Context: an optimization exercise on an open-source flow, tuned for small area, a short achievable clock period and few clock cycles. The choices shown serve that exercise and are no tape-out recipe. Function was checked by simulation only, so behaviour that the tests miss may differ from the original. Power and IR drop assume default switching activity.

==> flow/config.mk <==
export PLATFORM = sky130hd
export DESIGN_NAME = calip_demod
export DESIGN_NICKNAME = calip_demod
export VERILOG_FILES = /design/flow/design.v
export SDC_FILE = /design/flow/constraint.sdc
export NUM_CORES = 4
export LEC_CHECK = 0
export CAP_MARGIN = 20
export CORE_MARGIN = 2
export CORE_UTILIZATION = 40
export PLACE_DENSITY = 0.6
export SLEW_MARGIN = 20
==> flow/constraint.sdc <==
create_clock -name core_clock -period 12.0 [get_ports {clk}]
set_input_delay 2.4000 -clock core_clock [delete_from_list [all_inputs] [get_ports {clk}]]
set_output_delay 2.4000 -clock core_clock [all_outputs]
set_load 0.01 [all_outputs]
==> flow/design.v <==
module calip_demod (
    input  wire        clk,
    input  wire        rst,           
    input  wire        s_valid,
    output wire        s_ready,
    input  wire [11:0] s_sample,      
    input  wire [31:0] s_sin,         
    input  wire [31:0] s_cos,         
    input  wire        s_last,        
    input  wire        s_upd,         
    input  wire        s_rezero,      
    input  wire [15:0] thresh,        
    input  wire [31:0] pitch,         
    input  wire        init,          
    input  wire [16:0] init_angle,    
    output reg         out_valid,
    output reg  [31:0] sum_sin,
    output reg  [31:0] sum_cos,
    output reg  [16:0] angle,
    output reg  [16:0] delta,
    output reg         advanced,
    output reg  [31:0] unwrap,
    output wire [31:0] pos_phys
);
    localparam W  = 38;               
    localparam ZW = 25;               
    reg        rdy_q;
    reg        i_v, i_last, i_upd, i_rz;
    reg [5:0]  i_neg, i_one, i_two;   
    reg        i_b6;                  
    reg [31:0] i_sin, i_cos;
    assign s_ready = rdy_q;
    reg [31:0] ms_s, ms_c;            
    reg [31:0] mc_s, mc_c;            
    reg        m_first;               
    reg        m_done;                
    reg        m_upd, m_rz;
    reg        a_idle, a_abs, a_norm, a_rot, a_done;    
    reg        xfer, handoff;         
    reg [4:0]  iter;
    reg [4:0]  sq;                    
    reg [3:0]  sr;                    
    reg [31:0] s1_sin, s1_cos;
    reg        a_upd, a_rz;
    reg        x_neg, y_neg, a_zero;
    reg [W-1:0]  cx, cy;
    reg [ZW-1:0] cz;
    reg        b_busy;
    reg [4:0]  b_cnt;
    reg        b_upd, b_rz;
    reg [16:0] last_angle;
    reg [16:0] dq;
    reg        advq;
    reg [31:0] pitch_q;
    reg [2:0]  bd;                    
    reg [34:0] p_hi;
    reg [15:0] p_lo;
    assign pos_phys = {p_hi[15:0], p_lo};
    wire a_free   = a_idle || handoff;
    wire last_it  = sq[4] && sr[3];   
    wire vin        = s_valid && rdy_q;
    wire m_done_n   = (m_done && !xfer) || (i_v && i_last);
    wire a_idle_n   = a_free && !xfer;
    wire a_rot_n    = a_norm || (a_rot && !last_it);
    wire a_done_n   = (a_rot && last_it) || (a_done && !handoff);
    wire ov_n       = b_busy && !out_valid && (b_cnt == 5'd19);
    wire b_busy_n   = handoff || (b_busy && !out_valid);
    wire b_free_n   = !b_busy_n || ov_n;
    wire handoff_n  = a_done_n && b_free_n;
    wire a_free_n   = a_idle_n || handoff_n;
    wire xfer_n     = m_done_n && a_free_n;
    wire a_idle_nn  = a_free_n && !xfer_n;
    wire m_done_nn  = (m_done_n && !xfer_n) || (vin && s_last);
    wire rdy_n      = !(m_done_nn && !a_idle_nn);
    wire clr_acc = i_v && m_first;
    function [63:0] csa;              
        input [31:0] a, b, c;
        begin
            csa[31:0]  = a ^ b ^ c;
            csa[63:32] = {((a[30:0] & b[30:0]) | (a[30:0] & c[30:0]) | (b[30:0] & c[30:0])), 1'b0};
        end
    endfunction
    function [31:0] brow;             
        input [31:0] rf;
        input neg, one, two;
        begin
            brow = (({32{one}} & rf) | ({32{two}} & {rf[30:0], 1'b0})) ^ {32{neg}};
        end
    endfunction
    function [63:0] mac_tree;         
        input [31:0] acc_s, acc_c, rf;
        input [5:0]  neg, one, two;
        input        b6;
        reg [31:0] r [0:7];
        reg [31:0] ng;
        reg [63:0] t;
        reg [31:0] l1 [0:6];
        reg [31:0] l2 [0:4];
        reg [31:0] l3 [0:3];
        reg [31:0] l4 [0:2];
        integer j;
        begin
            for (j = 0; j < 6; j = j + 1)
                r[j] = brow(rf, neg[j], one[j], two[j]) << (2 * j);
            r[6] = (rf & {32{b6}}) << 12;
            ng   = {20'd0, 1'b0, neg[5], 1'b0, neg[4], 1'b0, neg[3],
                    1'b0, neg[2], 1'b0, neg[1], 1'b0, neg[0]};
            t = csa(r[0], r[1], r[2]); l1[0] = t[31:0]; l1[1] = t[63:32];
            t = csa(r[3], r[4], r[5]); l1[2] = t[31:0]; l1[3] = t[63:32];
            t = csa(r[6], ng, acc_s);  l1[4] = t[31:0]; l1[5] = t[63:32];
            l1[6] = acc_c;
            t = csa(l1[0], l1[1], l1[2]); l2[0] = t[31:0]; l2[1] = t[63:32];
            t = csa(l1[3], l1[4], l1[5]); l2[2] = t[31:0]; l2[3] = t[63:32];
            l2[4] = l1[6];
            t = csa(l2[0], l2[1], l2[2]); l3[0] = t[31:0]; l3[1] = t[63:32];
            l3[2] = l2[3]; l3[3] = l2[4];
            t = csa(l3[0], l3[1], l3[2]); l4[0] = t[31:0]; l4[1] = t[63:32];
            l4[2] = l3[3];
            mac_tree = csa(l4[0], l4[1], l4[2]);
        end
    endfunction
    wire [63:0] ts = mac_tree(ms_s & {32{!clr_acc}}, ms_c & {32{!clr_acc}}, i_sin,
                              i_neg, i_one, i_two, i_b6);
    wire [63:0] tc = mac_tree(mc_s & {32{!clr_acc}}, mc_c & {32{!clr_acc}}, i_cos,
                              i_neg, i_one, i_two, i_b6);
    wire [13:0] se = {1'b0, s_sample, 1'b0};
    reg  [5:0]  e_neg, e_one, e_two;
    integer q;
    always @(*) begin
        for (q = 0; q < 6; q = q + 1) begin
            e_neg[q] = vin & se[2*q+2] & ~(se[2*q+1] & se[2*q]);
            e_one[q] = vin & (se[2*q+1] ^ se[2*q]);
            e_two[q] = vin & ((se[2*q+2] & ~se[2*q+1] & ~se[2*q]) |
                              (~se[2*q+2] & se[2*q+1] & se[2*q]));
        end
    end
    wire [31:0] ax = s1_cos[31] ? (~s1_cos + 32'd1) : s1_cos;
    wire [31:0] ay = s1_sin[31] ? (~s1_sin + 32'd1) : s1_sin;
    wire [31:0] m = cx[34:3] | cy[34:3];
    reg [4:0] lz;
    integer k;
    always @(*) begin
        lz = 5'd0;
        for (k = 0; k < 32; k = k + 1)
            if (m[k]) lz = 5'd31 - k[4:0];
    end
    function [ZW-1:0] atan_tab;
        input [4:0] i;
        case (i)
            5'd0:  atan_tab = 25'd2097152;
            5'd1:  atan_tab = 25'd1238021;
            5'd2:  atan_tab = 25'd654136;
            5'd3:  atan_tab = 25'd332050;
            5'd4:  atan_tab = 25'd166669;
            5'd5:  atan_tab = 25'd83416;
            5'd6:  atan_tab = 25'd41718;
            5'd7:  atan_tab = 25'd20860;
            5'd8:  atan_tab = 25'd10430;
            5'd9:  atan_tab = 25'd5215;
            5'd10: atan_tab = 25'd2608;
            5'd11: atan_tab = 25'd1304;
            5'd12: atan_tab = 25'd652;
            5'd13: atan_tab = 25'd326;
            5'd14: atan_tab = 25'd163;
            5'd15: atan_tab = 25'd81;
            5'd16: atan_tab = 25'd41;
            5'd17: atan_tab = 25'd20;
            5'd18: atan_tab = 25'd10;
            5'd19: atan_tab = 25'd5;
            default: atan_tab = 25'd0;
        endcase
    endfunction
    function [W-1:0] ashr;
        input [W-1:0] v;
        input [4:0]   cq;
        input [3:0]   fr;
        reg   [W-1:0] c;
        begin
            c = ({W{cq[0]}} & v) |
                ({W{cq[1]}} & {{4{v[W-1]}},  v[W-1:4]}) |
                ({W{cq[2]}} & {{8{v[W-1]}},  v[W-1:8]}) |
                ({W{cq[3]}} & {{12{v[W-1]}}, v[W-1:12]}) |
                ({W{cq[4]}} & {{16{v[W-1]}}, v[W-1:16]});
            ashr = ({W{fr[0]}} & c) |
                   ({W{fr[1]}} & {{1{c[W-1]}}, c[W-1:1]}) |
                   ({W{fr[2]}} & {{2{c[W-1]}}, c[W-1:2]}) |
                   ({W{fr[3]}} & {{3{c[W-1]}}, c[W-1:3]});
        end
    endfunction
    wire [W-1:0]  sx   = ashr(cx, sq, sr);
    wire [W-1:0]  sy   = ashr(cy, sq, sr);
    wire [ZW-1:0] at   = atan_tab(iter);
    wire          ypos = !cy[W-1];
    wire          zadd = ypos ^ x_neg ^ y_neg;
    wire [W-1:0]  cx_n = cx + (sy ^ {W{!ypos}}) + {{(W-1){1'b0}}, !ypos};
    wire [W-1:0]  cy_n = cy + (sx ^ {W{ypos}})  + {{(W-1){1'b0}}, ypos};
    wire [ZW-1:0] cz_n = cz + (at ^ {ZW{!zadd}}) + {{(ZW-1){1'b0}}, !zadd};
    wire [ZW-1:0] z_init = (x_neg == y_neg) ? (y_neg ? 25'h1800080 : 25'h0000080)
                                             : (y_neg ? 25'h0000080 : 25'h0800080);
    wire [16:0] a_raw = cz[24:8];
    wire [16:0] a_fix = a_zero ? 17'd0 :
                        (a_raw == 17'h18000) ? 17'h08000 : a_raw;
    wire signed [17:0] d0 = {angle[16], angle} - {last_angle[16], last_angle};
    wire signed [17:0] dw = (d0 >  18'sd32768) ? d0 - 18'sd65536 :
                            (d0 < -18'sd32768) ? d0 + 18'sd65536 : d0;
    wire        [16:0] dmag = dq[16] ? (~dq + 17'd1) : dq;
    wire [3:0]  nstep = b_cnt - 5'd3;
    wire [32:0] ue    = {unwrap, 1'b0};
    wire [1:0]  un_lo = b_rz ? 2'd0 :
                        (b_upd && advq) ? unwrap[1:0] + dq[1:0] : unwrap[1:0];
    wire [2:0]  bd_n  = (b_cnt == 5'd3) ? {un_lo, 1'b0} : ue[{nstep, 1'b0} +: 3];
    wire        b_neg = bd[2] & ~(bd[1] & bd[0]);
    wire        b_one = bd[1] ^ bd[0];
    wire        b_two = (bd[2] & ~bd[1] & ~bd[0]) | (~bd[2] & bd[1] & bd[0]);
    wire [34:0] pmag  = ({35{b_one}} & {3'b000, pitch_q}) | ({35{b_two}} & {2'b00, pitch_q, 1'b0});
    wire [34:0] psum  = p_hi + (pmag ^ {35{b_neg}}) + {34'd0, b_neg};
    always @(posedge clk) begin
        i_neg  <= e_neg;
        i_one  <= e_one;
        i_two  <= e_two;
        i_b6   <= vin & s_sample[11];
        i_sin  <= s_sin;
        i_cos  <= s_cos;
        i_last <= s_last;
        i_upd  <= s_upd;
        i_rz   <= s_rezero;
        ms_s <= ts[31:0];
        ms_c <= ts[63:32];
        mc_s <= tc[31:0];
        mc_c <= tc[63:32];
        if (i_v) m_first <= i_last;
        if (i_v && i_last) begin
            m_upd <= i_upd;
            m_rz  <= i_rz;
        end
        if (xfer) begin
            s1_sin <= ms_s + ms_c;
            s1_cos <= mc_s + mc_c;
            a_upd  <= m_upd;
            a_rz   <= m_rz;
        end
        if (a_abs) begin
            cx <= {3'b000, ax, 3'b000};
            cy <= {3'b000, ay, 3'b000};
        end else if (a_norm) begin
            cx <= cx << lz;
            cy <= cy << lz;
        end else begin
            cx <= cx_n;
            cy <= cy_n;
        end
        if (a_abs) begin
            x_neg  <= s1_cos[31];
            y_neg  <= s1_sin[31];
        end
        if (a_norm) begin
            a_zero <= (m == 32'd0);
            cz     <= z_init;
            iter   <= 5'd0;
            sq     <= 5'b00001;
            sr     <= 4'b0001;
        end else if (a_rot) begin
            cz   <= cz_n;
            iter <= iter + 5'd1;
            sr   <= {sr[2:0], sr[3]};
            if (sr[3]) sq <= {sq[3:0], 1'b0};
        end
        if (handoff) begin
            sum_sin <= s1_sin;
            sum_cos <= s1_cos;
            angle   <= a_fix;
            b_upd   <= a_upd;
            b_rz    <= a_rz;
        end
        pitch_q <= pitch;
        bd      <= bd_n;
        dq   <= dw[16:0];                        
        advq <= (dmag > {1'b0, thresh});         
        p_hi <= (b_cnt == 5'd3) ? 35'd0 : {{2{psum[34]}}, psum[34:2]};
        p_lo <= {psum[1:0], p_lo[15:2]};
        if (rst) begin
            rdy_q      <= 1'b1;
            i_v        <= 1'b0;
            m_first    <= 1'b1;
            m_done     <= 1'b0;
            a_idle     <= 1'b1;
            a_abs      <= 1'b0;
            a_norm     <= 1'b0;
            a_rot      <= 1'b0;
            a_done     <= 1'b0;
            xfer       <= 1'b0;
            handoff    <= 1'b0;
            b_busy     <= 1'b0;
            b_cnt      <= 5'd0;
            out_valid  <= 1'b0;
            last_angle <= 17'd0;
            unwrap     <= 32'd0;
            delta      <= 17'd0;
            advanced   <= 1'b0;
        end else begin
            rdy_q  <= rdy_n;
            i_v    <= vin;
            m_done <= m_done_n;
            xfer    <= xfer_n;
            handoff <= handoff_n;
            a_idle  <= a_idle_n;
            a_abs   <= xfer;
            a_norm  <= a_abs;
            a_rot   <= a_rot_n;
            a_done  <= a_done_n;
            out_valid <= ov_n;
            if (handoff) begin
                b_busy <= 1'b1;
                b_cnt  <= 5'd1;
            end else if (b_busy && !out_valid) begin
                b_cnt <= b_cnt + 5'd1;
            end else if (out_valid) begin
                b_busy <= 1'b0;
                b_cnt  <= 5'd0;
            end
            if (b_cnt == 5'd3) begin
                if (b_upd) begin
                    delta    <= dq;
                    advanced <= advq;
                    if (advq) last_angle <= angle;
                end
                if (b_rz)
                    unwrap <= 32'd0;
                else if (b_upd && advq)
                    unwrap <= unwrap + {{15{dq[16]}}, dq};
            end
            if (init) begin
                last_angle <= init_angle;
                unwrap     <= 32'd0;
                delta      <= 17'd0;
                advanced   <= 1'b0;
            end
        end
    end
endmodule
==> flow/run.sh <==
#!/bin/bash
# synth_recipe.tcl (not shown) runs the flow's synth.tcl, then flattens the netlist and writes it again
# the make line also repeats each setting of config.mk as NAME=value (left out here)
make -C /OpenROAD-flow-scripts/flow DESIGN_CONFIG=/design/flow/config.mk WORK_HOME=/design/flow/orfs CLKGATE_MAP_FILE= SYNTH_SCRIPT=/design/flow/synth_recipe.tcl finish
==> reports/metrics.yaml, run 1 <==
finish:
  syn2layout_area_growth_pct: 12.53
  nets: 7185
  most_frequent_cells_in_the_layout: "573 x sky130_fd_sc_hd__xnor2_1, 547 x sky130_fd_sc_hd__inv_1, 481 x sky130_fd_sc_hd__dfxtp_1"
  layout_cell_share_with_drive_strength_beyond_1_pct: 4.926
  layout.cells.most_common: "sky130_fd_sc_hd__xnor2_1"
yosys:
  synth-async-reset-ratio_pct: 0
  top_post_synthesis_cells_by_area: "sky130_fd_sc_hd__dfxtp_1 18%, sky130_fd_sc_hd__fa_1 12%, sky130_fd_sc_hd__edfxtp_1 9.3%, sky130_fd_sc_hd__xnor2_1 8.7%, sky130_fd_sc_hd__ha_1 7.8%"
  synth-main-ff-cell: "sky130_fd_sc_hd__dfxtp_1"
  synth.cell_area_mm2: 0.05782
  syn_inst: 6318
  synth.yosys.seq_area_share_pct: 26.85
  synthesis.area_per_instance_um2: 9.151
  synth-edff-count: 179
  yosys_warnings: 11
  yosys.cell_types.count: 91
  ff_latch_count_synth: 686
  yosys.area.top_type: "sky130_fd_sc_hd__dfxtp_1"
  synth_fp_nets: 7181
  synth_top_area_share_pct: 17.56
clock_tree:
  worstSkewPairLatency_ns: 0.72
  clkSinkCount: 686
  root_buffer: "sky130_fd_sc_hd__clkbuf_16"
  cts_repair_resize_count: 0
  h-tree-depth: 3
  clock_path_buffers: 3
  cts_tree: "done"
  cts_setup_buffers: 0
  postCtsHoldBufs: 0
  worst_setup_hold_path_clk_slew_ns: 0.06
  numCtsBuffers: 84
timing:
  timing.clock.skew_ns: 0.02792
  layout_min_cycle_time_ns: 5.533
  tns_ns: 0
  final-setup-viol-count: 0
  slew_violations: 0
  finalCritPeriodShare_pct: 46.11
  hold_ws_ns: 0.3481
  maxSlewHeadroom_pct: 23.69
  hold_viol_final: 0
  timing_worst_slew_pin_value_ns: 1.145
  fmax_ghz: 0.1807
  rsz0062_at_grt: "no"
global_route:
  first_global_vias: 46810
  overflow: 0
  grt.total_usage_pct: 23.90
  grt_max_degree: 118
  grt_antenna_before_repair: 2
  grt_first_pass_wirelength_um: 278400
drt:
  routed_wire_length_per_instance_um: 21.59
  drt_drc_violations_left: 0
  first_iter_violations: 4689
  via_per_inst: 5.737
  drt-pass1-iter-count: 14
  routed_wl_um: 179200
  detailroute.via_count: 47610
  detail-route-antenna-nets: 0
power:
  power_frac_seq_pct: 22.6
  irDropWorstVdd_mv: 0.2188
  comb_power_share_pct: 62.7
  internal-power_w: 0.009679
  switching_share_pct: 47.16
  pwrdens_mw_per_mm2: 281.5
  total_switching_power_w: 0.008637
  clock_power_share_pct: 14.7
  reported_leakage_power_nw: 26.63
status:
  run_status: "no timing/DRC/antenna violations"
placement:
  port-buffer-count: 312
  hpwlAfterDp_um: 132100
  gp_routability_congestion: 0.9671
setup_path:
  critical_path.max_fanout: 27
  cp-start-kind: "flop"
  critical_path_required_ns: 12.57
  worst-setup-path-type: "flop to flop"
  timing.critical_path.to_type: "flop"
  cp.arrival_ns: 6.10
floorplanning:
  die_width_um: 384.2
  floorplan.initialDensity_pct: 40.30
  die_footprint_mm2: 0.1476
  row_count: 139
  die_h_um: 384.2
  io-pin-count: 313
  design.core.area_mm2: 0.1435
job:
  maxCapViolCount: 0
min_path:
  holdCritPathClass: "flop to flop"
-- power by group through the flow --
stage	registers, W	clock network [W]	logic [W]
finish	0.00414	0.00270	0.0115
floorplan	0.00351	0	0.00884
global route	0.00418	0.00286	0.0130
detailed placement	0.00415	0	0.0114
global placement	0.00414	0	0.0112
CTS	0.00410	0.00277	0.0115
-- synth_stat cells (16+ instances only) --
library cell                count
sky130_fd_sc_hd__ha_1         361
sky130_fd_sc_hd__clkbuf_1     354
sky130_fd_sc_hd__nand2b_1      39
sky130_fd_sc_hd__dfxtp_1      507
sky130_fd_sc_hd__a221oi_1      83
sky130_fd_sc_hd__nand2_1      345
sky130_fd_sc_hd__nor2_1       371
sky130_fd_sc_hd__o21ai_0      185
sky130_fd_sc_hd__a21o_1        79
sky130_fd_sc_hd__mux2i_1      217
sky130_fd_sc_hd__a21boi_0      18
sky130_fd_sc_hd__o31ai_1       33
sky130_fd_sc_hd__nor3_1        82
sky130_fd_sc_hd__buf_4         16
sky130_fd_sc_hd__and3_1        32
sky130_fd_sc_hd__xnor2_1      573
sky130_fd_sc_hd__a21oi_1      313
sky130_fd_sc_hd__nand4_1       26
sky130_fd_sc_hd__a22o_1        68
sky130_fd_sc_hd__a31oi_1       32
sky130_fd_sc_hd__nor2b_1       51
sky130_fd_sc_hd__fa_1         354
sky130_fd_sc_hd__nor4_1        26
sky130_fd_sc_hd__and2_1       180
sky130_fd_sc_hd__o211ai_1      20
sky130_fd_sc_hd__a222oi_1      56
sky130_fd_sc_hd__o21bai_1      31
sky130_fd_sc_hd__edfxtp_1     179
sky130_fd_sc_hd__o21a_1        36
sky130_fd_sc_hd__or4_1         27
sky130_fd_sc_hd__a211oi_1      35
sky130_fd_sc_hd__or3_1         30
sky130_fd_sc_hd__nand3_1       67
sky130_fd_sc_hd__inv_1        548
sky130_fd_sc_hd__buf_1         81
sky130_fd_sc_hd__xor2_1       167
sky130_fd_sc_hd__o22ai_1       36
sky130_fd_sc_hd__a2111oi_0     16
sky130_fd_sc_hd__or2_2         16
sky130_fd_sc_hd__a22oi_1      435
-- metal layers --
layer	track usage, %	part of all wire [%]	up-vias
met4	6.943	3.1	0
met2	38.80	46	1852
met1	32.67	44	23220
met3	3.840	7.1	291
li1	-	-	22250
met5	0	0	-
-- worst paths after layout --
check                                to     from  cells past startpoint  slack, ns
worst min-delay path            p_lo[1]  p_lo[3]                      0       0.35
worst max register to register   cx[37]    sq[4]                     20       6.47
worst max-delay path             cx[37]    sq[4]                     20       6.47
worst min register to register  p_lo[1]  p_lo[3]                      0       0.35
-- kinds of logic after synthesis --
kind of cell | count (synthesis) | share of synthesized area, %
flip-flops | 686 | 26.85
buffers and inverters | 1009 | 6.696
AO/OA/AOI/OAI | 1595 | 19.47
multiplexers | 239 | 4.445
adder cells (fa/ha/maj) | 716 | 20.09
AND/OR/NAND/NOR | 1332 | 11.20
XOR/XNOR | 741 | 11.25
-- sequential cells by signal (all words and copies together) (netlist names), 16 cells and up --
register and count:
mc_c 29, mc_s 32, delta 17, p_lo 16, sum_sin 32, p_hi 33
ms_c 29, dq 17, ms_s 32, i_sin 32, at 22, cx 38
unwrap 32, s1_cos 32, sum_cos 32, cz 25, s1_sin 32, angle 17
i_cos 32, cy 38, pitch_q 32, last_angle 17
-- critical path, cell delays in order, from the launching register on --
cell	delay (ns)
sky130_fd_sc_hd__dfxtp_1	0.96
sky130_fd_sc_hd__buf_4	0.44
sky130_fd_sc_hd__a222oi_1	0.16
sky130_fd_sc_hd__nand2_1	0.20
sky130_fd_sc_hd__a22o_1	0.17
sky130_fd_sc_hd__a221oi_1	0.06
sky130_fd_sc_hd__xnor2_1	0.18
sky130_fd_sc_hd__ha_1	0.38
sky130_fd_sc_hd__a21o_1	0.19
sky130_fd_sc_hd__a21o_1	0.18
sky130_fd_sc_hd__a21oi_1	0.21
sky130_fd_sc_hd__nor2b_1	0.21
sky130_fd_sc_hd__a21oi_1	0.12
sky130_fd_sc_hd__a311oi_4	0.45
sky130_fd_sc_hd__o21ai_2	0.12
sky130_fd_sc_hd__o41a_1	0.38
sky130_fd_sc_hd__a41o_1	0.29
sky130_fd_sc_hd__o41ai_2	0.26
sky130_fd_sc_hd__xnor2_1	0.16
sky130_fd_sc_hd__o22ai_1	0.09
sky130_fd_sc_hd__nor3b_2	0.18
-- per-stage QoR --
| step | util (%) | total power [W] | area (µm²) | cells | worst slack, ns |
|---|---|---|---|---|---|
| after global routing | 45.34 | 0.02002 | 65060 | 8297 | 6.020 |
| after floorplan | - | 0.01235 | 57820 | 6318 | 7.200 |
| after CTS | 45.34 | 0.01832 | 65060 | 8297 | 6.538 |
| after global placement | 43.30 | 0.01530 | 62120 | 8139 | 6.604 |
| after detailed placement | 43.30 | 0.01552 | 62130 | 8139 | 6.560 |
| final | 45.34 | 0.01832 | 65060 | 8298 | 6.467 |
-- layout make-up --
class                   count  area, µm²
multi-input cells        4623      38490
diodes                      1      2.502
clock inverters            48      544.3
inverters                 549       2061
fillers                 13810      78420
flip-flops and latches    686      15580
clock buffers             110       2387
repair buffers            378       3613
well taps                1903       2381
Testbench counts, summed over its fixed seeds: cycles 37,394.
==> run 2, diff against run 1 <==
==> flow/flow/run.sh (new file) <==
#!/bin/bash
set -euo pipefail
export SETUP_SLACK_MARGIN=8
bash standard.sh finish > standard_flow.log 2>&1
==> flow/standard.sh (new file) <==
#!/bin/bash
# synth_recipe.tcl (not shown) runs the flow's synth.tcl, then flattens the netlist and writes it again
# the make line also repeats each setting of config.mk as NAME=value (left out here)
make -C /OpenROAD-flow-scripts/flow DESIGN_CONFIG=/design/flow/config.mk WORK_HOME=/design/flow/orfs CLKGATE_MAP_FILE= SYNTH_SCRIPT=/design/flow/synth_recipe.tcl "${@:-finish}"
removed: flow/run.sh
==> run 2 against run 1 <==
Total power grew 8.0%. Maximum frequency grew 15%. Cell area grew 5.5%. Global-route usage grew 0.35 points. Synthesized cell count is the same. Clock skew grew 0.0011 ns. Synthesized area is the same. Sequential share of layout area shrank 1.1 points. Register-to-register slack gained 0.73 ns. Largest power group unchanged.
==> reports/metrics.yaml, run 2 <==
floorplanning:
  die_width_um: 384.2  # unchanged
  die_h_um: 384.2  # unchanged
  io-pin-count: 313  # unchanged
  floorplan.initialDensity_pct: 40.30  # unchanged
  design.core.area_mm2: 0.1435  # unchanged
  die_footprint_mm2: 0.1476  # unchanged
  row_count: 139  # unchanged
drt:
  detail-route-antenna-nets: 0  # unchanged
  via_per_inst: 5.733  # about the same
  drt-pass1-iter-count: 10  # -4
  drt_drc_violations_left: 0  # unchanged
  detailroute.via_count: 48680  # +2.2%
  routed_wire_length_per_instance_um: 21.81  # +1.0%
  routed_wl_um: 185200  # +3.3%
  first_iter_violations: 4554  # -2.9%
yosys:
  syn_inst: 6318  # unchanged
  ff_latch_count_synth: 686  # unchanged
  synth-main-ff-cell: "sky130_fd_sc_hd__dfxtp_1"
  synth.yosys.seq_area_share_pct: 26.85  # unchanged
  synth-async-reset-ratio_pct: 0  # unchanged
  synth-edff-count: 179  # unchanged
  synth.cell_area_mm2: 0.05782  # unchanged
  yosys.cell_types.count: 91  # unchanged
  synthesis.area_per_instance_um2: 9.151  # unchanged
  ys_top_cells_by_count: "573 x sky130_fd_sc_hd__xnor2_1, 548 x sky130_fd_sc_hd__inv_1, 507 x sky130_fd_sc_hd__dfxtp_1, 435 x sky130_fd_sc_hd__a22oi_1, 371 x sky130_fd_sc_hd__nor2_1"
  synth.most_common_cell: "sky130_fd_sc_hd__xnor2_1"
  top_post_synthesis_cells_by_area: "sky130_fd_sc_hd__dfxtp_1 18%, sky130_fd_sc_hd__fa_1 12%, sky130_fd_sc_hd__edfxtp_1 9.3%, sky130_fd_sc_hd__xnor2_1 8.7%, sky130_fd_sc_hd__ha_1 7.8%"
  synth_fp_nets: 7181  # unchanged
  synth_top_area_share_pct: 17.56  # unchanged
  yosys.area.top_type: "sky130_fd_sc_hd__dfxtp_1"
  yosys_warnings: 11  # unchanged
global_route:
  grt_first_pass_wirelength_um: 281800  # +1.2%
  grt_max_degree: 118  # unchanged
  first_global_vias: 47420  # +1.3%
  overflow: 0  # unchanged
  grt_antenna_before_repair: 3  # +1
  grt.total_usage_pct: 24.25  # +0.35 points
setup_path:
  timing.critical_path.to_type: "flop"
  r2r_setup_slack_ns: 7.20  # +0.73 ns
  critical_path.max_fanout: 13  # -52%
  worstReg2RegEnd: "cy[30]"
  worst-setup-path-type: "flop to flop"
  worst_r2r_startpoint: "sq[4]"
  cp.arrival_ns: 5.36  # -0.74 ns
  critical_path_required_ns: 12.55  # -0.02 ns
  reg2regPathDepth: 19  # -5.0%
  cp-start-kind: "flop"
timing:
  slew_violations: 0  # unchanged
  layout_min_cycle_time_ns: 4.802  # -0.7305 ns
  final-setup-viol-count: 0  # unchanged
  hold_ws_ns: 0.3442  # -0.003857 ns
  rsz0062_at_grt: "yes"
  fmax_ghz: 0.2082  # +15%
  hold_viol_final: 0  # unchanged
  timing.clock.skew_ns: 0.02901  # +0.001089 ns
  maxSlewHeadroom_pct: 29.91  # +6.2 points
  tns_ns: 0  # unchanged
  finalCritPeriodShare_pct: 40.02  # -6.1 points
  timing_worst_slew_pin_value_ns: 1.044  # -0.1007 ns
clock_tree:
  h-tree-depth: 3  # unchanged
  worstSkewPairLatency_ns: 0.71  # about the same
  clkSinkCount: 686  # unchanged
  root_buffer: "sky130_fd_sc_hd__clkbuf_16"
  worst_setup_hold_path_clk_slew_ns: 0.06  # about the same
  clock_path_buffers: 3  # unchanged
  numCtsBuffers: 83  # -1.2%
  cts_tree: "done"
finish:
  fillerInstances: 13580  # -1.6%
  n_antenna_cell: 0  # -1
  final_cells: 8490  # +2.3%
  multi_input_comb_area_mm2: 0.03998  # +3.9%
  layout_cell_share_with_drive_strength_beyond_1_pct: 11.95  # +7.0 points
  nets: 7382  # +2.7%
  most_frequent_cells_in_the_layout: "555 x sky130_fd_sc_hd__xnor2_1, 544 x sky130_fd_sc_hd__inv_1, 430 x sky130_fd_sc_hd__a22oi_1"
  register_area_mm2: 0.01569  # +0.71%
  syn2layout_area_growth_pct: 18.70
  layout.cells.most_common: "sky130_fd_sc_hd__xnor2_1"
  top_regs: "cx: 38 flops, cy: 38 flops, p_hi: 33 flops"
power:
  irDropWorstVdd_mv: 0.1853  # -15%
  p_total_w: 0.01978  # +8.0%
  reported_leakage_power_nw: 28.71  # +7.8%
  pwrdens_mw_per_mm2: 288.2  # +2.4%
status:
  run_status: "no timing/DRC/antenna violations"
placement:
  dp_cells: 8149  # +0.12%
  gp_routability_congestion: 0.9523  # -1.5%
  hpwlAfterDp_um: 131200  # -0.65%
  port-buffer-count: 312  # unchanged
min_path:
  timing.hold.worst_endpoint: "p_lo[2]"
  holdCritPathClass: "flop to flop"
  origin_of_the_worst_min_delay_path: "p_lo[4]"
  worst_hold_path.num_cells: 0  # unchanged
job:
  maxCapViolCount: 0  # unchanged
-- run 2: critical path, stage by stage, from the launching register on --
cell                       delay [ns]
sky130_fd_sc_hd__dfxtp_4         0.38
sky130_fd_sc_hd__buf_4           0.15
sky130_fd_sc_hd__buf_16          0.15
sky130_fd_sc_hd__a222oi_1        0.32
sky130_fd_sc_hd__nand2_1         0.19
sky130_fd_sc_hd__a22o_1          0.27
sky130_fd_sc_hd__a221oi_1        0.27
sky130_fd_sc_hd__xnor2_1         0.25
sky130_fd_sc_hd__ha_1            0.34
sky130_fd_sc_hd__and3_2          0.27
sky130_fd_sc_hd__a311oi_2        0.32
sky130_fd_sc_hd__nand3_1         0.18
sky130_fd_sc_hd__o211ai_1        0.30
sky130_fd_sc_hd__a31oi_2         0.18
sky130_fd_sc_hd__o21a_1          0.23
sky130_fd_sc_hd__a21o_1          0.19
sky130_fd_sc_hd__a21oi_1         0.17
sky130_fd_sc_hd__xor2_1          0.23
sky130_fd_sc_hd__o221a_2         0.22
sky130_fd_sc_hd__a21oi_1         0.04
-- run 2: cells by family after synthesis --
| group | Yosys count | synth area share [%] |
|---|---|---|
| buffers and inverters | 1009 | 6.696 |
| muxes | 239 | 4.445 |
| adders and majority gates | 716 | 20.09 |
| xor gates and xnor gates | 741 | 11.25 |
| and+or+nand+nor | 1332 | 11.20 |
| DFF | 686 | 26.85 |
| AOI/OAI and AO/OA | 1595 | 19.47 |
-- run 2: layer usage --
metal	vias up	wire [µm]	track usage [%]
met2	1947	83340	38.77
met1	23620	80420	33.01
met4	4	7509	8.562
met5	-	29	0
li1	22690	-	-
met3	416	13860	4.002
-- run 2: timing repair --
action | in CTS | in global routing
cloned | 9 | 3
pin swaps | 115 | 160
setup endpoints to repair | 355 | 125
setup buffers | 109 | 67
hold buffers | 0 | 0
gates resized for setup | 438 | 206
-- run 2: worst max path at each step --
stage | startpoint | end | slack, ns | cells past startpoint
2_1_floorplan | sq[1] | cx[37] | 7.54 | 23
3_3_place_gp | sq[1] | cx[37] | 6.89 | 20
3_5_place_dp | sq[1] | cx[37] | 6.87 | 20
4_1_cts | sq[4] | cy[37] | 7.21 | 20
5_1_grt | sq[4] | cy[23] | 7.04 | 21
6_report | sq[4] | cy[30] | 7.20 | 19
-- run 2: through the flow --
stage / instance area, µm² / setup slack (ns) / utilization, %
floorplan: 58090 / 7.542 / -
global placement: 62360 / 6.887 / 43.47
detailed placement: 62360 / 6.870 / 43.47
CTS: 67170 / 7.212 / 46.82
global route: 68630 / 7.039 / 47.83
finish: 68630 / 7.198 / 47.83
-- run 2: cell type report --
type                       count  share of cell area, %
clock buffer                 116                  3.495
sequential                   686                  22.86
timing repair buffer         576                  8.311
multi-input combinational   4623                  58.26
inverter                     549                  3.014
tap                         1903                  3.469
clock inverter                37                 0.5943
-- run 2: where the power goes --
group,total (W),switching [W],internal [W]
Sequential,0.00409,0.000894,0.00320
Clock,0.00264,0.00109,0.00155
Combinational,0.0131,0.00719,0.00587
==> run 3, diff against run 2 <==
--- a/flow/config.mk
+++ b/flow/config.mk
@@ -10,3 +10,4 @@
 export CORE_UTILIZATION = 40
 export PLACE_DENSITY = 0.6
 export SLEW_MARGIN = 20
+export TNS_END_PERCENT = 10
==> run 3 against run 2 <==
Non-clock buffer count decreased by 45. Critical endpoint is now cy[37]. Maximum frequency decreased by 0.32%. Still clean. Wire length decreased by 0.23%.
==> reports/metrics.yaml, run 3 <==
placement:
  port-buffer-count: 312  # unchanged
  hpwlAfterDp_um: 132100  # +0.67%
  gp_routability_congestion: 0.9325  # -2.1%
  post-place-ws_ns: 6.847  # -0.02312 ns
  detailed_place.area_mm2: 0.06223  # -0.21%
clock_tree:
  numCtsBuffers: 83  # unchanged
  cts_tree: "done"
  postCtsHoldBufs: 0  # unchanged
  worst_setup_hold_path_clk_slew_ns: 0.06  # about the same
  root_buffer: "sky130_fd_sc_hd__clkbuf_16"
  h-tree-depth: 3  # unchanged
  clock_path_buffers: 3  # unchanged
  clkSinkCount: 686  # unchanged
  worstSkewPairLatency_ns: 0.71  # about the same
timing:
  rsz0062_at_grt: "yes"
  maxSlewHeadroom_pct: 33.04  # +3.1 points
  timing.clock.skew_ns: 0.03250  # +0.003489 ns
  layout_min_cycle_time_ns: 4.818  # +0.01533 ns
  slew_violations: 0  # unchanged
  final-setup-viol-count: 0  # unchanged
  hold_viol_final: 0  # unchanged
  finalCritPeriodShare_pct: 40.15  # +0.13 points
  timing_worst_slew_pin_value_ns: 1.004  # -0.03945 ns
  fmax_ghz: 0.2076  # -0.32%
  setup_slack_ns: 7.182  # -0.01533 ns
  tns_ns: 0  # unchanged
setup_path:
  critical_path.most_common_cell: "sky130_fd_sc_hd__a21o_1"
  critical-path-max-stage-delay_ns: 0.39  # about the same
  number_of_buffer_and_inverter_stages_on_the_critical_path: 1  # -1
  critical-path-slowest-cell: "sky130_fd_sc_hd__ha_1"
  startpoint: "sq[4]"
  cp-start-kind: "flop"
  worst_r2r_startpoint: "sq[4]"
  cp.arrival_ns: 5.39  # +0.03 ns
  critical-path-top-delay-family: "compound AO/OA/AOI/OAI gates"
  worst-setup-path-type: "flop to flop"
  critical_path_required_ns: 12.57  # +0.02 ns
  cp_cell_sequence: "bufbuf_16 > a222oi_1 > nand2_1 > a221oi_2 > xnor2_1 > ha_1 > o21a_1 > o211ai_1 > o221ai_2 > a21o_1 > a21o_1 > a22oi_2 > a211o_1 > a31oi_4 > a41o_4 > a21o_1 > a21oi_2 > a311oi_1 > a2111oi_1"
  timing.critical_path.to_type: "flop"
  critical_path.max_fanout: 13  # unchanged
floorplanning:
  io-pin-count: 313  # unchanged
  die_footprint_mm2: 0.1476  # unchanged
  die_h_um: 384.2  # unchanged
  row_count: 139  # unchanged
  die_width_um: 384.2  # unchanged
  floorplan.initialDensity_pct: 40.30  # unchanged
  design.core.area_mm2: 0.1435  # unchanged
yosys:
  synth.most_common_cell: "sky130_fd_sc_hd__xnor2_1"
  synthesis.area_per_instance_um2: 9.151  # unchanged
  post_synthesis_simple_gate_area_fraction_pct: 11.20  # unchanged
  synth.mux.area_fraction_pct: 4.445  # unchanged
  yosys_warnings: 11  # unchanged
  synth_fp_nets: 7181  # unchanged
  synth_top_area_share_pct: 17.56  # unchanged
  synth-async-reset-ratio_pct: 0  # unchanged
  synth-main-ff-cell: "sky130_fd_sc_hd__dfxtp_1"
  yosys.cell_types.count: 91  # unchanged
  synth_compound_gate_area_share_pct: 19.47  # unchanged
  top_post_synthesis_cells_by_area: "sky130_fd_sc_hd__dfxtp_1 18%, sky130_fd_sc_hd__fa_1 12%, sky130_fd_sc_hd__edfxtp_1 9.3%, sky130_fd_sc_hd__xnor2_1 8.7%, sky130_fd_sc_hd__ha_1 7.8%"
  yosys.area.top_type: "sky130_fd_sc_hd__dfxtp_1"
  synth.cell_area_mm2: 0.05782  # unchanged
  ys_top_cells_by_count: "573 x sky130_fd_sc_hd__xnor2_1, 548 x sky130_fd_sc_hd__inv_1, 507 x sky130_fd_sc_hd__dfxtp_1, 435 x sky130_fd_sc_hd__a22oi_1, 371 x sky130_fd_sc_hd__nor2_1"
  fraction_of_the_mapped_netlist_area_in_adder_cells_pct: 20.09  # unchanged
  combinational_family_with_the_most_area_after_synthesis: "adder cells"
  synth-edff-count: 179  # unchanged
  synth-xor-area-share_pct: 11.25  # unchanged
  synth.yosys.seq_area_share_pct: 26.85  # unchanged
  ff_latch_count_synth: 686  # unchanged
  syn_inst: 6318  # unchanged
drt:
  first_iter_violations: 5248  # +15%
  drt_drc_violations_left: 0  # unchanged
  via_per_inst: 5.777  # +0.77%
  detail-route-antenna-nets: 0  # unchanged
  detailroute.via_count: 48810  # +0.27%
  drt-pass1-iter-count: 10  # unchanged
  routed_wire_length_per_instance_um: 21.87  # +0.27%
  routed_wl_um: 184700  # -0.23%
global_route:
  grt_first_pass_wirelength_um: 284100  # +0.81%
  grt_antenna_before_repair: 3  # unchanged
  first_global_vias: 47930  # +1.1%
  grt.total_usage_pct: 24.38  # +0.13 points
  grt_max_degree: 118  # unchanged
  overflow: 0  # unchanged
job:
  maxCapViolCount: 0  # unchanged
min_path:
  origin_of_the_worst_min_delay_path: "p_lo[2]"
  holdCritPathClass: "flop to flop"
finish:
  most_frequent_cells_in_the_layout: "563 x sky130_fd_sc_hd__xnor2_1, 547 x sky130_fd_sc_hd__inv_1, 445 x sky130_fd_sc_hd__dfxtp_1"
  top_regs: "cx: 38 flops, cy: 38 flops, p_hi: 33 flops"
  layout.cells.most_common: "sky130_fd_sc_hd__xnor2_1"
  nets: 7337  # -0.61%
  syn2layout_area_growth_pct: 17.46
  layout_cell_share_with_drive_strength_beyond_1_pct: 10.36  # -1.6 points
  utilization_pct: 47.33  # -0.50 points
  finalInstanceArea_mm2: 0.06791  # -1.0%
power:
  reported_leakage_power_nw: 27.85  # -3.0%
  pwrdens_mw_per_mm2: 291.3  # +1.1%
  irDropWorstVdd_mv: 0.1582  # -15%
status:
  run_status: "no timing/DRC/antenna violations"
run 3: cell count changes in the layout (fill, tap and decap cells not counted), sizes merged:
cell,delta
buf,-43
diode,+2
bufinv,-1
dlymetal6s2s,-7
clkdlybuf4s50,+163
dlygate4sd2,-153
clkbuf,-3
inv,+6
clkinvlp,+1
clkdlybuf4s15,-2
clkinv,-5
run 3: metrics by stage:
| step | hold WS [ns] | power [W] | std cells |
|---|---|---|---|
| floorplan | 0.3817 | 0.01241 | 6318 |
| global placement | 0.3390 | 0.01537 | 8144 |
| detailed placement | 0.3387 | 0.01560 | 8144 |
| CTS | 0.3508 | 0.01902 | 8397 |
| global route | 0.3548 | 0.02150 | 8446 |
| finish | 0.3493 | 0.01978 | 8448 |
run 3: report_power, final:
part / internal, W / switching [W] / leakage, nW
registers: 0.00320 / 0.000937 / 5.87
clock network: 0.00152 / 0.00110 / 1.38
logic: 0.00584 / 0.00718 / 20.6
total: 0.0106 / 0.00922 / 27.8
run 3: worst paths after layout:
path | endpoint | cells past startpoint | slack [ns]
hold / removal | p_lo[0] | 0 | 0.35
setup reg to reg | cy[37] | 19 | 7.18
hold reg to reg | p_lo[0] | 0 | 0.35
setup / recovery | cy[37] | 19 | 7.18
run 3: repair_timing:
item                       in CTS  in global routing
setup endpoints to repair     363                372
setup buffers                  91                 47
gates resized for setup       202                173
pin swaps                     122                154
cloned                          8                  2
run 3: layout make-up:
| cell class | instances | area [µm²] |
|---|---|---|
| clock inverters | 38 | 476.7 |
| multi-input cells | 4623 | 39650 |
| fillers | 13630 | 75570 |
| flip-flops and latches | 686 | 15660 |
| well taps | 1903 | 2381 |
| repair buffers | 531 | 5328 |
| inverters | 549 | 2061 |
| diodes | 2 | 5.005 |
| clock buffers | 116 | 2352 |
run 3: cell families (layout without fill, tap and decap cells):
kind of cell / after synthesis / in the layout
fa+ha+maj: 716 / 716
flops: 686 / 686
mux: 239 / 239
compound gates: 1595 / 1595
simple gates: 1332 / 1332
other cells: 0 / 2
xor+xnor: 741 / 741
buf+inv: 1009 / 1234
run 3: per-layer routing:
metal / track usage [%] / vias to the layer above / wire length (µm) / part of all wire [%]
met5: 0 / - / 0 / 0
met1: 33.28 / 23900 / 81140 / 44
li1: - / 22620 / - / -
met3: 4.068 / 382 / 13620 / 7.4
met4: 8.773 / 0 / 6666 / 3.6
met2: 38.75 / 1905 / 83320 / 45
==> run 4, diff against run 3 <==
--- a/flow/config.mk
+++ b/flow/config.mk
@@ -7,7 +7,7 @@
 export LEC_CHECK = 0
 export CAP_MARGIN = 20
 export CORE_MARGIN = 2
-export CORE_UTILIZATION = 40
-export PLACE_DENSITY = 0.6
+export CORE_UTILIZATION = 50
+export PLACE_DENSITY = 0.65
 export SLEW_MARGIN = 20
 export TNS_END_PERCENT = 10
==> run 4 against run 3 <==
Synthesized area is the same. Synthesized cell count is the same. Maximum frequency is essentially flat. Worst setup slack lost 0.0030 ns. Sequential share of layout area grew 0.27 points. Worst hold slack gained 0.00067 ns. Non-clock buffer count shrank 3. Global-route usage grew 4.5 points. Count of clock-buffer cells in the layout shrank 6.
==> reports/metrics.yaml, run 4 <==
status:
  run_status: "no timing/DRC/antenna violations"
floorplanning:
  design.core.area_mm2: 0.1145  # -20%
  die_width_um: 344.1  # -10%
  die_h_um: 344.1  # -10%
  row_count: 124  # -11%
  io-pin-count: 313  # unchanged
  die_footprint_mm2: 0.1184  # -20%
  floorplan.initialDensity_pct: 50.50  # +10 points
setup_path:
  endpoint: "cx[37]"
  critical-path-slowest-cell: "sky130_fd_sc_hd__dfxtp_1"
  cp_cell_sequence: "a222oi_1 > nand2_1 > buf_4 > a221oi_2 > xnor2_1 > ha_2 > a21o_1 > a21o_1 > a21oi_1 > o21ai_1 > a32o_1 > o21ai_1 > o21ai_2 > o41a_1 > a41o_1 > o41ai_2 > xnor2_1 > o22ai_1 > nor3b_2"
  reg2regPathDepth: 19  # unchanged
  r2r_setup_slack_ns: 7.18  # about the same
  critical_path_required_ns: 12.52  # -0.05 ns
  worstReg2RegEnd: "cx[37]"
  startpoint: "cy[21]"
  critical_path.max_fanout: 10  # -3
  number_of_buffer_and_inverter_stages_on_the_critical_path: 1  # unchanged
  cp-start-kind: "flop"
  cp.arrival_ns: 5.34  # -0.05 ns
  critical-path-max-stage-delay_ns: 0.53  # +0.14 ns
  worst_r2r_startpoint: "cy[21]"
  worst-setup-path-type: "flop to flop"
  critical_path_depth: 19  # unchanged
  critical-path-top-delay-family: "compound AO/OA/AOI/OAI gates"
  timing.critical_path.to_type: "flop"
power:
  switching_share_pct: 45.89  # -0.72 points
  pwrdens_mw_per_mm2: 283.9  # -2.5%
  power_frac_seq_pct: 21.6  # +0.7 points
  clock_power_share_pct: 13.8  # +0.5 points
  comb_power_share_pct: 64.6  # -1.2 points
  internal-power_w: 0.01032  # -2.3%
  irDropWorstVdd_mv: 0.1909  # +21%
  reported_leakage_power_nw: 27.76  # -0.33%
  total_switching_power_w: 0.008756  # -5.0%
yosys:
  synth-async-reset-ratio_pct: 0  # unchanged
  yosys.cell_types.count: 91  # unchanged
  ff_latch_count_synth: 686  # unchanged
  synth-edff-count: 179  # unchanged
  synth.most_common_cell: "sky130_fd_sc_hd__xnor2_1"
  yosys_warnings: 11  # unchanged
  top_post_synthesis_cells_by_area: "sky130_fd_sc_hd__dfxtp_1 18%, sky130_fd_sc_hd__fa_1 12%, sky130_fd_sc_hd__edfxtp_1 9.3%, sky130_fd_sc_hd__xnor2_1 8.7%, sky130_fd_sc_hd__ha_1 7.8%"
  yosys.area.top_type: "sky130_fd_sc_hd__dfxtp_1"
  ys_top_cells_by_count: "573 x sky130_fd_sc_hd__xnor2_1, 548 x sky130_fd_sc_hd__inv_1, 507 x sky130_fd_sc_hd__dfxtp_1, 435 x sky130_fd_sc_hd__a22oi_1, 371 x sky130_fd_sc_hd__nor2_1"
  synth-main-ff-cell: "sky130_fd_sc_hd__dfxtp_1"
  synthesis.area_per_instance_um2: 9.151  # unchanged
  synth.yosys.seq_area_share_pct: 26.85  # unchanged
  synth_fp_nets: 7181  # unchanged
  synth_top_area_share_pct: 17.56  # unchanged
  synth.cell_area_mm2: 0.05782  # unchanged
  syn_inst: 6318  # unchanged
placement:
  gp_routability_congestion: 0.9647  # +3.5%
  port-buffer-count: 312  # unchanged
  hpwlAfterDp_um: 124500  # -5.8%
clock_tree:
  worstSkewPairLatency_ns: 0.69  # -0.02 ns
  postCtsHoldBufs: 0  # unchanged
  cts_tree: "done"
  clkSinkCount: 686  # unchanged
  root_buffer: "sky130_fd_sc_hd__clkbuf_16"
  clock_path_buffers: 3  # unchanged
  worst_setup_hold_path_clk_slew_ns: 0.06  # about the same
  h-tree-depth: 3  # unchanged
  numCtsBuffers: 82  # -1.2%
timing:
  layout_min_cycle_time_ns: 4.821  # +0.002990 ns
  rsz0062_at_grt: "yes"
  timing.clock.skew_ns: 0.04194  # +0.009439 ns
  maxSlewHeadroom_pct: 17.89  # -15 points
  slew_violations: 0  # unchanged
  finalCritPeriodShare_pct: 40.17  # about the same
  hold_viol_final: 0  # unchanged
  final-setup-viol-count: 0  # unchanged
  timing_worst_slew_pin_value_ns: 1.232  # +0.2271 ns
  fmax_ghz: 0.2074  # about the same
  tns_ns: 0  # unchanged
finish:
  syn2layout_area_growth_pct: 16.24
  nets: 7335  # -0.027%
  most_frequent_cells_in_the_layout: "569 x sky130_fd_sc_hd__xnor2_1, 547 x sky130_fd_sc_hd__inv_1, 440 x sky130_fd_sc_hd__dfxtp_1"
  utilization_pct: 58.70  # +11 points
  top_regs: "cx: 38 flops, cy: 38 flops, p_hi: 33 flops"
  layout_cell_share_with_drive_strength_beyond_1_pct: 9.468  # -0.89 points
  layout.cells.most_common: "sky130_fd_sc_hd__xnor2_1"
global_route:
  overflow: 0  # unchanged
  grt_antenna_before_repair: 5  # +2
  grt.total_usage_pct: 28.89  # +4.5 points
  first_global_vias: 47970  # +0.094%
  grt_max_degree: 88  # -25%
  grt_first_pass_wirelength_um: 271900  # -4.3%
drt:
  via_per_inst: 6.086  # +5.3%
  drt-pass1-iter-count: 13  # +3
  drt_drc_violations_left: 0  # unchanged
  routed_wire_length_per_instance_um: 22.06  # +0.87%
  detail-route-antenna-nets: 0  # unchanged
  detailroute.via_count: 49010  # +0.42%
  first_iter_violations: 5014  # -4.5%
  routed_wl_um: 177600  # -3.8%
job:
  maxCapViolCount: 0  # unchanged
min_path:
  holdCritPathClass: "flop to flop"
## run 4: cell types whose count changed in the layout (fill, tap and decap cells not counted), moves of 5 or more
cell                        change
sky130_fd_sc_hd__buf_6         -21
sky130_fd_sc_hd__clkbuf_16      +6
sky130_fd_sc_hd__o21ai_0        +9
sky130_fd_sc_hd__dfxtp_1        -5
sky130_fd_sc_hd__nor2_2         -5
sky130_fd_sc_hd__a21oi_2        -6
sky130_fd_sc_hd__xnor2_1        +6
sky130_fd_sc_hd__buf_12        +11
sky130_fd_sc_hd__a21oi_1        +6
sky130_fd_sc_hd__a221oi_1       +5
sky130_fd_sc_hd__o21ai_2        -5
## run 4: worst min path at each step
stage	slack [ns]	cells past startpoint	from	endpoint
floorplan	0.38	0	p_lo[2]	p_lo[0]
global placement	0.33	0	p_lo[14]	p_lo[12]
detailed placement	0.34	0	p_lo[14]	p_lo[12]
CTS	0.35	0	p_lo[14]	p_lo[12]
global route	0.35	0	p_lo[14]	p_lo[12]
finish	0.35	0	p_lo[14]	p_lo[12]
## run 4: kinds of logic after synthesis
group	Yosys count	synth area share, %
AOI/OAI and AO/OA	1595	19.47
xor gates and xnor gates	741	11.25
adders and majority gates	716	20.09
buffers and inverters	1009	6.696
DFF	686	26.85
muxes	239	4.445
and+or+nand+nor	1332	11.20
## run 4: stage by stage
stage | area [µm²] | power, W | setup WS [ns] | std cells | hold slack [ns]
after global placement | 61710 | 0.01508 | 6.848 | 7749 | 0.3339
final | 67210 | 0.01908 | 7.179 | 8053 | 0.3500
after floorplan | 57960 | 0.01241 | 7.542 | 6318 | 0.3817
after detailed placement | 61710 | 0.01532 | 6.902 | 7749 | 0.3374
after global routing | 67200 | 0.02071 | 7.102 | 8051 | 0.3518
after CTS | 65800 | 0.01852 | 7.352 | 7979 | 0.3498
## run 4: final cells by class
cell class	count	area, µm²
Clock buffer	110	2332
Sequential cell	686	15670
Fill cell	10040	47290
Clock inverter	40	488.0
Antenna cell	3	7.507
Inverter	549	2061
Tap cell	1512	1892
Timing Repair Buffer	528	5454
Multi-Input combinational cell	4625	39300
## run 4: worst reg2reg max path: cells and delay by family, from the launching register on
kind	cells	cell delay, ns
AO/OA/AOI/OAI	13	2.92
flip-flops	1	0.53
AND/OR/NAND/NOR	2	0.38
adder cells (fa/ha/maj)	1	0.34
XOR/XNOR	2	0.31
buffers and inverters	1	0.18
## run 4: per-layer routing
layer	part of all wire (%)	GRT usage [%]	vias up
li1	-	-	22560
met1	42	38.95	23890
met2	45	46.34	2108
met3	7.9	4.751	450
met4	4.5	11.44	4
met5	0.013	0	-
## run 4: what timing repair did
| action | in CTS | in global routing |
|---|---|---|
| buffers inserted | 73 | 65 |
| cloned | 7 | 6 |
| pin swaps | 88 | 84 |
| gates resized for setup | 145 | 167 |
| endpoints found under the setup margin | 290 | 320 |
## run 4: power by group through the flow
stage                     Clock, W  Sequential (W)  Combinational, W
after floorplan                  0         0.00351           0.00890
after global placement           0         0.00411            0.0110
after detailed placement         0         0.00411            0.0112
after CTS                  0.00269         0.00408            0.0118
after global routing       0.00277         0.00414            0.0138
final                      0.00263         0.00413            0.0123
==> run 5, diff against run 4 <==
--- a/flow/design.v
+++ b/flow/design.v
@@ -49,13 +49,10 @@
     reg [4:0]  b_cnt;
     reg        b_upd, b_rz;
     reg [16:0] last_angle;
-    reg [16:0] dq;
-    reg        advq;
-    reg [31:0] pitch_q;
-    reg [2:0]  bd;                    
+    reg        b_neg, b_one, b_two;   
     reg [34:0] p_hi;
-    reg [15:0] p_lo;
-    assign pos_phys = {p_hi[15:0], p_lo};
+    reg [17:0] p_lo;
+    assign pos_phys = {p_hi[13:0], p_lo};
     wire a_free   = a_idle || handoff;
     wire last_it  = sq[4] && sr[3];   
     wire vin        = s_valid && rdy_q;
@@ -63,7 +60,7 @@
     wire a_idle_n   = a_free && !xfer;
     wire a_rot_n    = a_norm || (a_rot && !last_it);
     wire a_done_n   = (a_rot && last_it) || (a_done && !handoff);
-    wire ov_n       = b_busy && !out_valid && (b_cnt == 5'd19);
+    wire ov_n       = b_busy && !out_valid && (b_cnt == 5'd20);
     wire b_busy_n   = handoff || (b_busy && !out_valid);
     wire b_free_n   = !b_busy_n || ov_n;
     wire handoff_n  = a_done_n && b_free_n;
@@ -192,9 +189,12 @@
     wire [ZW-1:0] at   = atan_tab(iter);
     wire          ypos = !cy[W-1];
     wire          zadd = ypos ^ x_neg ^ y_neg;
-    wire [W-1:0]  cx_n = cx + (sy ^ {W{!ypos}}) + {{(W-1){1'b0}}, !ypos};
-    wire [W-1:0]  cy_n = cy + (sx ^ {W{ypos}})  + {{(W-1){1'b0}}, ypos};
-    wire [ZW-1:0] cz_n = cz + (at ^ {ZW{!zadd}}) + {{(ZW-1){1'b0}}, !zadd};
+    wire [W:0]    cx_t = {cx, 1'b1} + {sy ^ {W{!ypos}}, !ypos};
+    wire [W:0]    cy_t = {cy, 1'b1} + {sx ^ {W{ypos}}, ypos};
+    wire [ZW:0]   cz_t = {cz, 1'b1} + {at ^ {ZW{!zadd}}, !zadd};
+    wire [W-1:0]  cx_n = cx_t[W:1];
+    wire [W-1:0]  cy_n = cy_t[W:1];
+    wire [ZW-1:0] cz_n = cz_t[ZW:1];
     wire [ZW-1:0] z_init = (x_neg == y_neg) ? (y_neg ? 25'h1800080 : 25'h0000080)
                                              : (y_neg ? 25'h0000080 : 25'h0800080);
     wire [16:0] a_raw = cz[24:8];
@@ -203,17 +203,14 @@
     wire signed [17:0] d0 = {angle[16], angle} - {last_angle[16], last_angle};
     wire signed [17:0] dw = (d0 >  18'sd32768) ? d0 - 18'sd65536 :
                             (d0 < -18'sd32768) ? d0 + 18'sd65536 : d0;
-    wire        [16:0] dmag = dq[16] ? (~dq + 17'd1) : dq;
-    wire [3:0]  nstep = b_cnt - 5'd3;
-    wire [32:0] ue    = {unwrap, 1'b0};
-    wire [1:0]  un_lo = b_rz ? 2'd0 :
-                        (b_upd && advq) ? unwrap[1:0] + dq[1:0] : unwrap[1:0];
-    wire [2:0]  bd_n  = (b_cnt == 5'd3) ? {un_lo, 1'b0} : ue[{nstep, 1'b0} +: 3];
-    wire        b_neg = bd[2] & ~(bd[1] & bd[0]);
-    wire        b_one = bd[1] ^ bd[0];
-    wire        b_two = (bd[2] & ~bd[1] & ~bd[0]) | (~bd[2] & bd[1] & bd[0]);
-    wire [34:0] pmag  = ({35{b_one}} & {3'b000, pitch_q}) | ({35{b_two}} & {2'b00, pitch_q, 1'b0});
-    wire [34:0] psum  = p_hi + (pmag ^ {35{b_neg}}) + {34'd0, b_neg};
+    wire        [16:0] dmag = delta[16] ? (~delta + 17'd1) : delta;
+    wire [4:0]  nstep = b_cnt - 5'd3;
+    wire [34:0] pe    = {2'b00, pitch, 1'b0};
+    wire [2:0]  bd_n  = pe[{nstep, 1'b0} +: 3];
+    wire [34:0] pmag  = ({35{b_one}} & {{3{unwrap[31]}}, unwrap}) |
+                        ({35{b_two}} & {{2{unwrap[31]}}, unwrap, 1'b0});
+    wire [35:0] ps_t  = {p_hi, 1'b1} + {pmag ^ {35{b_neg}}, b_neg};
+    wire [34:0] psum  = ps_t[35:1];
     always @(posedge clk) begin
         i_neg  <= e_neg;
         i_one  <= e_one;
@@ -272,12 +269,11 @@
             b_upd   <= a_upd;
             b_rz    <= a_rz;
         end
-        pitch_q <= pitch;
-        bd      <= bd_n;
-        dq   <= dw[16:0];                        
-        advq <= (dmag > {1'b0, thresh});         
+        b_neg   <= bd_n[2] & ~(bd_n[1] & bd_n[0]);
+        b_one   <= bd_n[1] ^ bd_n[0];
+        b_two   <= (bd_n[2] & ~bd_n[1] & ~bd_n[0]) | (~bd_n[2] & bd_n[1] & bd_n[0]);
         p_hi <= (b_cnt == 5'd3) ? 35'd0 : {{2{psum[34]}}, psum[34:2]};
-        p_lo <= {psum[1:0], p_lo[15:2]};
+        p_lo <= {psum[1:0], p_lo[17:2]};
         if (rst) begin
             rdy_q      <= 1'b1;
             i_v        <= 1'b0;
@@ -318,16 +314,17 @@
                 b_busy <= 1'b0;
                 b_cnt  <= 5'd0;
             end
+            if (b_cnt == 5'd1 && b_upd)
+                delta <= dw[16:0];
+            if (b_cnt == 5'd2 && b_upd)
+                advanced <= (dmag > {1'b0, thresh});
             if (b_cnt == 5'd3) begin
-                if (b_upd) begin
-                    delta    <= dq;
-                    advanced <= advq;
-                    if (advq) last_angle <= angle;
-                end
+                if (b_upd && advanced)
+                    last_angle <= angle;
                 if (b_rz)
                     unwrap <= 32'd0;
-                else if (b_upd && advq)
-                    unwrap <= unwrap + {{15{dq[16]}}, dq};
+                else if (b_upd && advanced)
+                    unwrap <= unwrap + {{15{delta[16]}}, delta};
             end
             if (init) begin
                 last_angle <= init_angle;
==> run 5 against run 4 <==
Total power increased by 2.1%. Die area decreased by 0.83%. Critical path depth is 8 lower. Sequential power down 4%. Maximum frequency grew 3.7%. Non-clock buffer count decreased by 27. Synthesized cell count shrank 0.65%. Clock power decreased by 3%. First-iteration DRC count up 16%. Utilization is 0.42 points lower. Critical path type unchanged. Largest cell class unchanged. Largest power group unchanged.
==> reports/metrics.yaml, run 5 <==
clock_tree:
  worst_setup_hold_path_clk_slew_ns: 0.07  # about the same
  clock_path_buffers: 3  # unchanged
  numCtsBuffers: 78  # -4.9%
  clkSinkCount: 638  # -7.0%
  cts_tree: "done"
  h-tree-depth: 3  # unchanged
  postCtsHoldBufs: 0  # unchanged
  worstSkewPairLatency_ns: 0.69  # about the same
  root_buffer: "sky130_fd_sc_hd__clkbuf_16"
yosys:
  ys_top_cells_by_count: "554 x sky130_fd_sc_hd__xnor2_1, 543 x sky130_fd_sc_hd__inv_1, 459 x sky130_fd_sc_hd__dfxtp_1, 439 x sky130_fd_sc_hd__a22oi_1, 367 x sky130_fd_sc_hd__ha_1"
  yosys_warnings: 11  # unchanged
  synth.cell_area_mm2: 0.05733  # -0.84%
  synthesis.area_per_instance_um2: 9.133  # -0.19%
  ff_latch_count_synth: 638  # -7.0%
  synth-main-ff-cell: "sky130_fd_sc_hd__dfxtp_1"
  synth-async-reset-ratio_pct: 0  # unchanged
  top_post_synthesis_cells_by_area: "sky130_fd_sc_hd__dfxtp_1 16%, sky130_fd_sc_hd__fa_1 12%, sky130_fd_sc_hd__edfxtp_1 9.4%, sky130_fd_sc_hd__xnor2_1 8.5%, sky130_fd_sc_hd__ha_1 8.0%"
  syn_inst: 6277  # -0.65%
  yosys.cell_types.count: 104  # +14%
  synth-edff-count: 179  # unchanged
  synth_fp_nets: 7142  # -0.54%
  synth.yosys.seq_area_share_pct: 25.40  # -1.4 points
  yosys.area.top_type: "sky130_fd_sc_hd__dfxtp_1"
  synth.most_common_cell: "sky130_fd_sc_hd__xnor2_1"
  synth_top_area_share_pct: 16.03  # -1.5 points
placement:
  gp_routability_congestion: 0.9682  # +0.36%
  port-buffer-count: 312  # unchanged
  dp_cells: 7715  # -0.44%
  hpwlAfterDp_um: 131800  # +5.9%
setup_path:
  r2r_setup_slack_ns: 7.35  # +0.17 ns
  worst_r2r_startpoint: "cy[26]"
  cp-start-kind: "flop"
  worst-setup-path-type: "flop to flop"
  timing.critical_path.to_type: "flop"
  reg2regPathDepth: 11  # -8
  cp.arrival_ns: 5.22  # -0.12 ns
  critical_path_required_ns: 12.57  # +0.05 ns
  critical_path.max_fanout: 41  # +31
  startpoint: "cy[26]"
  worstReg2RegEnd: "cx[30]"
floorplanning:
  io-pin-count: 313  # unchanged
  die_footprint_mm2: 0.1174  # -0.83%
  die_width_um: 342.6  # -0.42%
  die_h_um: 342.6  # -0.42%
  row_count: 124  # unchanged
  design.core.area_mm2: 0.1140  # -0.41%
  floorplan.initialDensity_pct: 50.27  # -0.22 points
drt:
  drt_drc_violations_left: 0  # unchanged
  routed_wire_length_per_instance_um: 23.21  # +5.2%
  detail-route-antenna-nets: 0  # unchanged
  detail_route.wirelength.met1_um: 80680  # +7.2%
  dr_wl_met3_um: 15520  # +10%
  drt-pass1-iter-count: 17  # +4
  routed.top_layer: "met5"
  detailroute.via_count: 49220  # +0.44%
  first_iter_violations: 5792  # +16%
  routed_wl_um: 185500  # +4.4%
  wl_met2_um: 81490  # +1.5%
  via_per_inst: 6.158  # +1.2%
min_path:
  worst_hold_path.num_cells: 0  # unchanged
  origin_of_the_worst_min_delay_path: "p_lo[16]"
  timing.hold.worst_endpoint: "p_lo[14]"
  holdCritPathClass: "flop to flop"
finish:
  layout_cell_share_with_drive_strength_beyond_1_pct: 9.461  # about the same
  most_frequent_cells_in_the_layout: "551 x sky130_fd_sc_hd__xnor2_1, 542 x sky130_fd_sc_hd__inv_1, 438 x sky130_fd_sc_hd__a22oi_1"
  layout.cells.most_common: "sky130_fd_sc_hd__xnor2_1"
  final_cells: 7994  # -0.73%
  syn2layout_area_growth_pct: 15.92
  nets: 7278  # -0.78%
  top_regs: "cx: 38 flops, cy: 38 flops, p_hi: 33 flops"
timing:
  slew_violations: 0  # unchanged
  rsz0062_at_grt: "yes"
  finalCritPeriodShare_pct: 38.75  # -1.4 points
  hold_viol_final: 0  # unchanged
  timing.clock.skew_ns: 0.03249  # -0.009445 ns
  layout_min_cycle_time_ns: 4.650  # -0.1701 ns
  maxSlewHeadroom_pct: 27.17  # +9.3 points
  timing_worst_slew_pin_value_ns: 1.088  # -0.1432 ns
  tns_ns: 0  # unchanged
  final-setup-viol-count: 0  # unchanged
  fmax_ghz: 0.2150  # +3.7%
power:
  total_switching_power_w: 0.009089  # +3.8%
  reported_leakage_power_nw: 27.26  # -1.8%
  comb_power_share_pct: 66.6  # +2.0 points
  switching_share_pct: 46.65  # +0.75 points
  clock_power_share_pct: 13.1  # -0.7 points
  irDropWorstVdd_mv: 0.2143  # +12%
  internal-power_w: 0.01040  # +0.71%
  pwrdens_mw_per_mm2: 293.2  # +3.3%
  power_frac_seq_pct: 20.3  # -1.3 points
job:
  maxCapViolCount: 0  # unchanged
global_route:
  grt_antenna_before_repair: 9  # +4
  grt_first_pass_wirelength_um: 280500  # +3.2%
  first_global_vias: 47300  # -1.4%
  grt_max_degree: 78  # -11%
  overflow: 0  # unchanged
  grt.total_usage_pct: 30.33  # +1.4 points
status:
  run_status: "no timing/DRC/antenna violations"
[run 5: changes by cell type after synthesis, moves of 11 or more]
cell | before | now
sky130_fd_sc_hd__a21o_1 | 79 | 94
sky130_fd_sc_hd__a21oi_1 | 313 | 299
sky130_fd_sc_hd__buf_2 | 4 | 25
sky130_fd_sc_hd__clkbuf_1 | 354 | 320
sky130_fd_sc_hd__dfxtp_1 | 507 | 459
sky130_fd_sc_hd__mux2_2 | 8 | 36
sky130_fd_sc_hd__mux2i_1 | 217 | 187
sky130_fd_sc_hd__nand2_1 | 345 | 323
sky130_fd_sc_hd__nor2_1 | 371 | 354
sky130_fd_sc_hd__o21ai_0 | 185 | 163
sky130_fd_sc_hd__o21ai_1 | 2 | 13
sky130_fd_sc_hd__o22ai_1 | 36 | 22
sky130_fd_sc_hd__xnor2_1 | 573 | 554
sky130_fd_sc_hd__xor2_1 | 167 | 197
[run 5: cells by family (layout without fill, tap and decap cells)]
| logic type | count (synthesis) | count (layout) | synth area share (%) |
|---|---|---|---|
| buf+inv | 991 | 1193 | 6.696 |
| xor+xnor | 752 | 752 | 11.51 |
| simple gates | 1288 | 1288 | 10.98 |
| compound gates | 1655 | 1655 | 20.76 |
| other cells | 0 | 3 | 0 |
| mux | 235 | 235 | 4.404 |
| flops | 638 | 638 | 25.40 |
| fa+ha+maj | 718 | 718 | 20.25 |
[run 5: worst max path at each step]
stage | end | cells past startpoint
floorplan | cy[36] | 21
global placement | cz[20] | 15
detailed placement | cz[20] | 15
CTS | ms_s[31] | 13
global route | cx[34] | 19
finish | cx[30] | 11
[run 5: power by group through the flow]
stage	Clock, W	Sequential (W)	Combinational (W)
2_1_floorplan	0	0.00331	0.00950
3_3_place_gp	0	0.00396	0.0116
3_5_place_dp	0	0.00396	0.0119
4_1_cts	0.00260	0.00390	0.0124
5_1_grt	0.00268	0.00398	0.0145
6_report	0.00255	0.00396	0.0130
[run 5: repair_timing]
item                       4_1_cts  5_1_grt
setup endpoints to repair      301      312
cloned                           3       10
buffers inserted                54       61
resized for setup               99      192
pin swaps                       70       91
[run 5: metal layers]
metal  up-vias  track usage (%)
met1     23850            42.65
met3       491            5.053
met4         8            11.25
met5         -                0
met2      2319            46.79
li1      22550                -
[run 5: layout make-up]
type / count / area, µm²
fill: 10070 / 47580
tap: 1512 / 1892
timing repair buffer: 501 / 5281
clock buffer: 99 / 2165
clock inverter: 47 / 588.1
antenna: 3 / 7.507
multi-input combinational: 4648 / 39760
sequential: 638 / 14720
inverter: 546 / 2049
[run 5: critical path, cell delays in order (launching register included)]
cell	delay, ns
sky130_fd_sc_hd__dfxtp_1	0.55
sky130_fd_sc_hd__nor4_1	0.54
sky130_fd_sc_hd__nand3_1	0.14
sky130_fd_sc_hd__a211o_1	0.32
sky130_fd_sc_hd__o21ai_4	0.17
sky130_fd_sc_hd__buf_6	0.42
sky130_fd_sc_hd__inv_2	0.26
sky130_fd_sc_hd__a31oi_1	0.60
sky130_fd_sc_hd__o21ai_1	0.28
sky130_fd_sc_hd__mux2i_1	0.41
sky130_fd_sc_hd__o221ai_1	0.36
sky130_fd_sc_hd__a221o_1	0.42
[run 5: through the flow]
| step | util, % | hold slack (ns) | area [µm²] | setup WS [ns] | total power, W |
|---|---|---|---|---|---|
| 3_3_place_gp | 53.70 | 0.3323 | 61240 | 6.993 | 0.01556 |
| 5_1_grt | 58.27 | 0.3530 | 66450 | 7.242 | 0.02113 |
| 4_1_cts | 56.91 | 0.3482 | 64890 | 7.474 | 0.01891 |
| 6_report | 58.28 | 0.3478 | 66460 | 7.350 | 0.01949 |
| 2_1_floorplan | - | 0.3817 | 57580 | 7.862 | 0.01282 |
| 3_5_place_dp | 53.70 | 0.3369 | 61240 | 6.936 | 0.01583 |
Testbench counts of run 5, summed over its fixed seeds: cycles 37,402.
